This is an optimization exercise on Yosys and OpenROAD, whose aim is small area, not a production implementation. The RTL was checked by simulation tests, not by an equivalence proof against the original design. Power figures rest on the tool's default switching activity, not on a simulated workload.

==> flow/design.v <==
module stm_core (
    input  wire        clk,
    input  wire        rst,
    input  wire        cmd_valid,
    output wire        cmd_ready,
    input  wire [31:0] cmd_hdr,
    input  wire [31:0] cmd_w1,
    input  wire [31:0] cmd_w2,
    output reg         rsp_valid,
    output wire [31:0] rsp_r0,
    output reg  [31:0] rsp_r1,
    input  wire [3:0]  rx_valid,
    input  wire [31:0] rx_data,
    input  wire [3:0]  txrdy,
    output reg         tx_valid,
    output reg  [1:0]  tx_chan,
    output reg  [7:0]  tx_data,
    input  wire [3:0]  tick,
    output reg         cb_valid,
    output reg  [1:0]  cb_timer,
    output reg  [31:0] cb_token
);
    localparam D = 79;               
    reg  [3:0]        sc_bound;
    reg  [3:0]        sc_rxie;
    reg  [3:0]        sc_rxne;
    reg  [3:0]        sc_txe;
    reg  [6:0]        sc_cnt [0:3];
    reg  [D*8-1:0]    sr     [0:3];
    reg  [1:0]        tm_life [0:3];   
    reg  [3:0]        tm_base;
    reg  [3:0]        tm_uie;
    reg  [3:0]        tm_uif;
    reg  [31:0]       tm_period [0:3];
    reg  [31:0]       tm_cb   [0:3];
    reg  [15:0]       tm_arr  [0:3];
    reg  [15:0]       tm_cnt  [0:3];
    reg               wait_tx;         
    reg  [2:0]        r_code;
    reg               r_ill;
    reg  [7:0]        r_byte;
    reg               r_open;
    assign rsp_r0 = {15'h0, r_open, r_byte, {5{r_ill}}, r_code};
    wire [3:0] tm_run;
    genvar g;
    generate
        for (g = 0; g < 4; g = g + 1) begin : g_run
            assign tm_run[g] = (tm_life[g] == 2'd2);
        end
    endgenerate
    wire [3:0] sc_irq = sc_rxie & sc_rxne;
    wire [3:0] tm_irq = tm_uie & tm_uif;
    wire       any_sc = |sc_irq;
    wire       any_tm = |tm_irq;
    assign cmd_ready = !wait_tx && !any_sc && !any_tm;
    wire [3:0] sc_hot = sc_irq & ~{sc_irq[2:0], 1'b0} & ~{sc_irq[1:0], 2'b0} & ~{sc_irq[0], 3'b0};
    wire [3:0] tm_hot = tm_irq & ~{tm_irq[2:0], 1'b0} & ~{tm_irq[1:0], 2'b0} & ~{tm_irq[0], 3'b0};
    wire [3:0] tm_do  = any_sc ? 4'h0 : tm_hot;         
    wire [1:0] tm_sel = {tm_irq[0] == 1'b0 && tm_irq[1] == 1'b0,
                         tm_irq[0] == 1'b0 && (tm_irq[1] || !tm_irq[2])};
    wire [7:0]  c_top = cmd_hdr[31:24];
    wire [3:0]  c_op  = cmd_hdr[27:24];
    wire [15:0] c_imm = cmd_hdr[15:0];
    wire [1:0]  c_ch  = cmd_hdr[17:16];
    wire c_byte_op = (c_top == 8'h14) || (c_top == 8'h20) || (c_top == 8'h21);
    wire c_imm_ok  = (c_imm[15:8] == 8'h00) && (c_byte_op || c_imm[7:0] == 8'h00);
    wire c_is_sc   = (cmd_hdr[31:28] == 4'h1) && (c_op <= 4'h6);
    wire c_is_tm   = (cmd_hdr[31:28] == 4'h2) && (c_op <= 4'h5);
    wire c_legal   = (c_is_sc || c_is_tm) && c_imm_ok;
    wire c_idok    = (cmd_hdr[23:18] == 6'h0);
    wire accept = cmd_valid && cmd_ready;
    wire do_cmd = accept && c_legal && c_idok;      
    wire do_sc  = do_cmd && c_is_sc;
    wire do_tm  = do_cmd && c_is_tm;
    wire [3:0] ch_hot = 4'b1 << c_ch;
    wire sc_clr  = do_sc && (c_op == 4'h0 || c_op == 4'h1 || c_op == 4'h3);
    wire sc_strt = do_sc && (c_op == 4'h2);
    wire sc_putc = do_sc && (c_op == 4'h4);
    wire sc_getc = do_sc && (c_op == 4'h5 || c_op == 4'h6);
    wire tm_init = do_tm && (c_op == 4'h0 || c_op == 4'h1);
    wire tm_open = do_tm && (c_op == 4'h2);
    wire tm_wr   = do_tm && (c_op == 4'h3);
    wire tm_cls  = do_tm && (c_op == 4'h4);
    wire tm_rd   = do_tm && (c_op == 4'h5);
    wire       bound_c = sc_bound[c_ch];
    wire       txe_c   = sc_txe[c_ch];
    wire [1:0] life_c  = tm_life[c_ch];
    wire       run_c   = tm_run[c_ch];
    wire       unconf_c = (life_c == 2'd0);
    wire       opened_c = life_c[1] || tm_uie[c_ch];
    wire       cb_zero = (cmd_w2 == 32'h0);
    wire       base_bad = (c_imm[7:1] != 7'h0);
    wire        base_c = tm_base[c_ch];
    wire [19:0] p10    = {cmd_w1[15:0], 3'b000} + {2'b00, cmd_w1[15:0], 1'b0};
    wire        big_us = |cmd_w1[31:16];
    wire        big_ms = (|cmd_w1[31:13]) || (cmd_w1[12:0] > 13'd6553);
    wire [15:0] reload = base_c ? (big_ms ? 16'hFFFF : p10[15:0])
                                : (big_us ? 16'hFFFF : cmd_w1[15:0]);
    wire putc_send = sc_putc && bound_c && txe_c;
    wire putc_wait = sc_putc && bound_c && !txe_c;
    wire wait_go   = wait_tx && !any_sc && !any_tm && sc_txe[tx_chan];
    reg  [7:0] rd_ch [0:3];
    integer k, c;
    always @* begin
        for (c = 0; c < 4; c = c + 1) begin
            rd_ch[c] = 8'h00;
            for (k = 0; k < D; k = k + 1)
                if (sc_cnt[c] == k + 1)
                    rd_ch[c] = rd_ch[c] | sr[c][k*8 +: 8];
        end
    end
    wire [7:0] rd_byte = rd_ch[c_ch];
    wire [3:0] sc_txe_clr = (putc_send ? ch_hot : 4'h0) |
                            (wait_go ? (4'b1 << tx_chan) : 4'h0);
    generate
        for (g = 0; g < 4; g = g + 1) begin : g_sc
            wire h     = sc_hot[g];                           
            wire mine  = (c_ch == g);
            wire clr   = sc_clr && mine;
            wire get   = sc_getc && mine && (sc_cnt[g] != 7'd0);
            wire rxne_s = sc_rxne[g] && !h;                   
            wire arr   = rx_valid[g] && !rxne_s;
            wire [6:0] cnt_s = h ? sc_cnt[g] + 7'd1 :
                               clr ? 7'd0 :
                               get ? sc_cnt[g] - 7'd1 : sc_cnt[g];
            always @(posedge clk) begin
                if (arr)
                    sr[g] <= {sr[g][(D-1)*8-1:0], rx_data[g*8 +: 8]};
            end
            always @(posedge clk) begin
                if (rst) begin
                    sc_cnt[g]   <= 7'd0;
                    sc_rxne[g]  <= 1'b0;
                    sc_txe[g]   <= 1'b1;
                    sc_bound[g] <= 1'b0;
                    sc_rxie[g]  <= 1'b0;
                end else begin
                    sc_cnt[g]  <= (arr && cnt_s == 7'd79) ? 7'd78 : cnt_s;
                    sc_rxne[g] <= rxne_s || rx_valid[g];
                    sc_txe[g]  <= (sc_txe[g] && !sc_txe_clr[g]) || txrdy[g];
                    if (sc_clr && mine)
                        sc_bound[g] <= (c_op != 4'h3);
                    if (sc_strt && mine && sc_bound[g])
                        sc_rxie[g] <= 1'b1;
                end
            end
        end
    endgenerate
    generate
        for (g = 0; g < 4; g = g + 1) begin : g_tm
            wire mine   = (c_ch == g);
            wire init   = tm_init && mine && unconf_c && !base_bad;
            wire open   = tm_open && mine && !unconf_c;
            wire openok = open && !cb_zero;
            wire wr     = tm_wr && mine && run_c;
            wire cls    = tm_cls && mine && run_c;
            wire setp   = open || wr;
            wire rst_cnt = openok || wr;
            wire        run_s = openok || (tm_run[g] && !cls);
            wire [15:0] arr_s = setp ? reload : tm_arr[g];
            wire [15:0] cnt_s = rst_cnt ? 16'h0 : tm_cnt[g];
            wire        uif_s = tm_uif[g] && !tm_do[g] && !rst_cnt;
            wire [15:0] inc   = cnt_s + 16'd1;
            wire        hit   = (inc == arr_s);
            wire        tk    = tick[g] && run_s && (arr_s != 16'h0);
            always @(posedge clk) begin
                if (setp)
                    tm_period[g] <= cmd_w1;
                if (setp)
                    tm_arr[g] <= reload;
                if (openok)
                    tm_cb[g] <= cmd_w2;
                if (init)
                    tm_base[g] <= c_imm[0];
                tm_cnt[g] <= tk ? (hit ? 16'h0 : inc) : cnt_s;
            end
            always @(posedge clk) begin
                if (rst) begin
                    tm_life[g]   <= 2'd0;
                    tm_uie[g]    <= 1'b0;
                    tm_uif[g]    <= 1'b0;
                end else begin
                    if (init)
                        tm_life[g] <= 2'd1;
                    else if (openok)
                        tm_life[g] <= 2'd2;
                    else if (cls)
                        tm_life[g] <= 2'd3;
                    if (setp)
                        tm_uie[g] <= 1'b1;
                    else if (cls)
                        tm_uie[g] <= 1'b0;
                    tm_uif[g] <= uif_s || (tk && hit);
                end
            end
        end
    endgenerate
    reg [2:0] code;
    always @* begin
        code = 3'd0;
        if (!c_idok)
            code = 3'd1;
        else if (c_is_sc) begin
            if ((c_op == 4'h2 || c_op == 4'h4) && !bound_c)
                code = 3'd2;
        end else begin
            case (c_op)
                4'h0, 4'h1: code = !unconf_c ? 3'd3 : base_bad ? 3'd5 : 3'd0;
                4'h2:       code = unconf_c ? 3'd2 : cb_zero ? 3'd4 : 3'd0;
                4'h3, 4'h4: code = run_c ? 3'd0 : 3'd6;
                default:    code = 3'd0;
            endcase
        end
    end
    always @(posedge clk) begin
        r_ill    <= !c_legal;
        r_code   <= c_legal ? code : 3'd7;
        r_byte   <= sc_getc ? rd_byte : 8'h00;
        r_open   <= tm_rd && run_c;
        rsp_r1   <= (tm_rd && opened_c) ? tm_period[c_ch] : 32'h0;
        cb_timer <= tm_sel;
        cb_token <= tm_cb[tm_sel];
        if (sc_putc && bound_c) begin
            tx_chan <= c_ch;
            tx_data <= c_imm[7:0];
        end
        if (wait_go) begin
            r_ill  <= 1'b0;
            r_code <= 3'd0;
            r_byte <= 8'h00;
            r_open <= 1'b0;
            rsp_r1 <= 32'h0;
        end
    end
    always @(posedge clk) begin
        if (rst) begin
            wait_tx   <= 1'b0;
            rsp_valid <= 1'b0;
            tx_valid  <= 1'b0;
            cb_valid  <= 1'b0;
        end else begin
            rsp_valid <= (accept && !putc_wait) || wait_go;
            tx_valid  <= putc_send || wait_go;
            cb_valid  <= (|tm_do) && tm_run[tm_sel];
            if (putc_wait)
                wait_tx <= 1'b1;
            else if (wait_go)
                wait_tx <= 1'b0;
        end
    end
endmodule
export LEC_CHECK = 0
export CAP_MARGIN = 20
export CORE_MARGIN = 2
export CORE_UTILIZATION = 50
export PLACE_DENSITY = 0.75
export SLEW_MARGIN = 20
create_clock -name core_clock -period 10.0 [get_ports {clk}]
standard.sh (not shown) runs the stock make flow with config.mk's settings and CLKGATE_MAP_FILE= SYNTH_SCRIPT=/design/flow/synth_recipe.tcl, a recipe that flattens the netlist after the stock synthesis.
==> flow/flow/run.sh <==
#!/bin/bash
export BUFFER_PORTS_ARGS="-buffer_cell sky130_fd_sc_hd__buf_1"
export CTS_ARGS="-sink_clustering_enable -repair_clock_nets -dont_use_dummy_load -buf_list {sky130_fd_sc_hd__clkbuf_8}"
bash standard.sh finish > standard.log 2>&1
The starting point went through all stages and came out clean.
==> next run, changes <==
==> flow/flow/run.sh (replaced) <==
#!/bin/bash
export BUFFER_PORTS_ARGS="-buffer_cell sky130_fd_sc_hd__buf_1"
export CTS_ARGS="-sink_clustering_enable -repair_clock_nets -dont_use_dummy_load"
bash standard.sh finish > standard.log 2>&1
=> The new run completed without violations; clock-buffer cell count goes down by 153; synthesized cell count does not change; via count goes down by 1.1%; non-clock buffer count goes up by 1; cell area goes up by 1.1%; setup slack degrades by 160 ps; clock power goes up by about 17%; final cell count goes down by 1.5%.

-- static timing again, ports no longer ideal --
The results above use ideal ports. As a check the final layouts listed here were re-extracted and re-timed, cells and wires unchanged.
Step 1 (the two cells are an assumption about what drives the block):
set clk [get_ports {clk}]
set_driving_cell -lib_cell sky130_fd_sc_hd__clkbuf_16 $clk
set_driving_cell -lib_cell sky130_fd_sc_hd__buf_2 [delete_from_list [all_inputs] $clk]
Step 2 moves the port delays by t, midway between the first and last clock arrival at a register: inputs arrive t later, outputs are due t later. That takes back most of the time a late clock gives input paths.
a / b / c = ideal ports / drivers / drivers and shift; a / b = the first two.
run	t, ns	slack for setup (ns)	worst register clock-pin slew, ns
the first run	1.224	2.983 / 2.984 / 1.760	0.07 / 0.07
the second run	1.037	2.822 / 2.895 / 1.858	0.07 / 0.07
After both steps setup and hold are still met in every run listed. The setup slack of the first run, which loses most, moves by +0.001 ns with the drivers and by -1.223 ns with both steps.
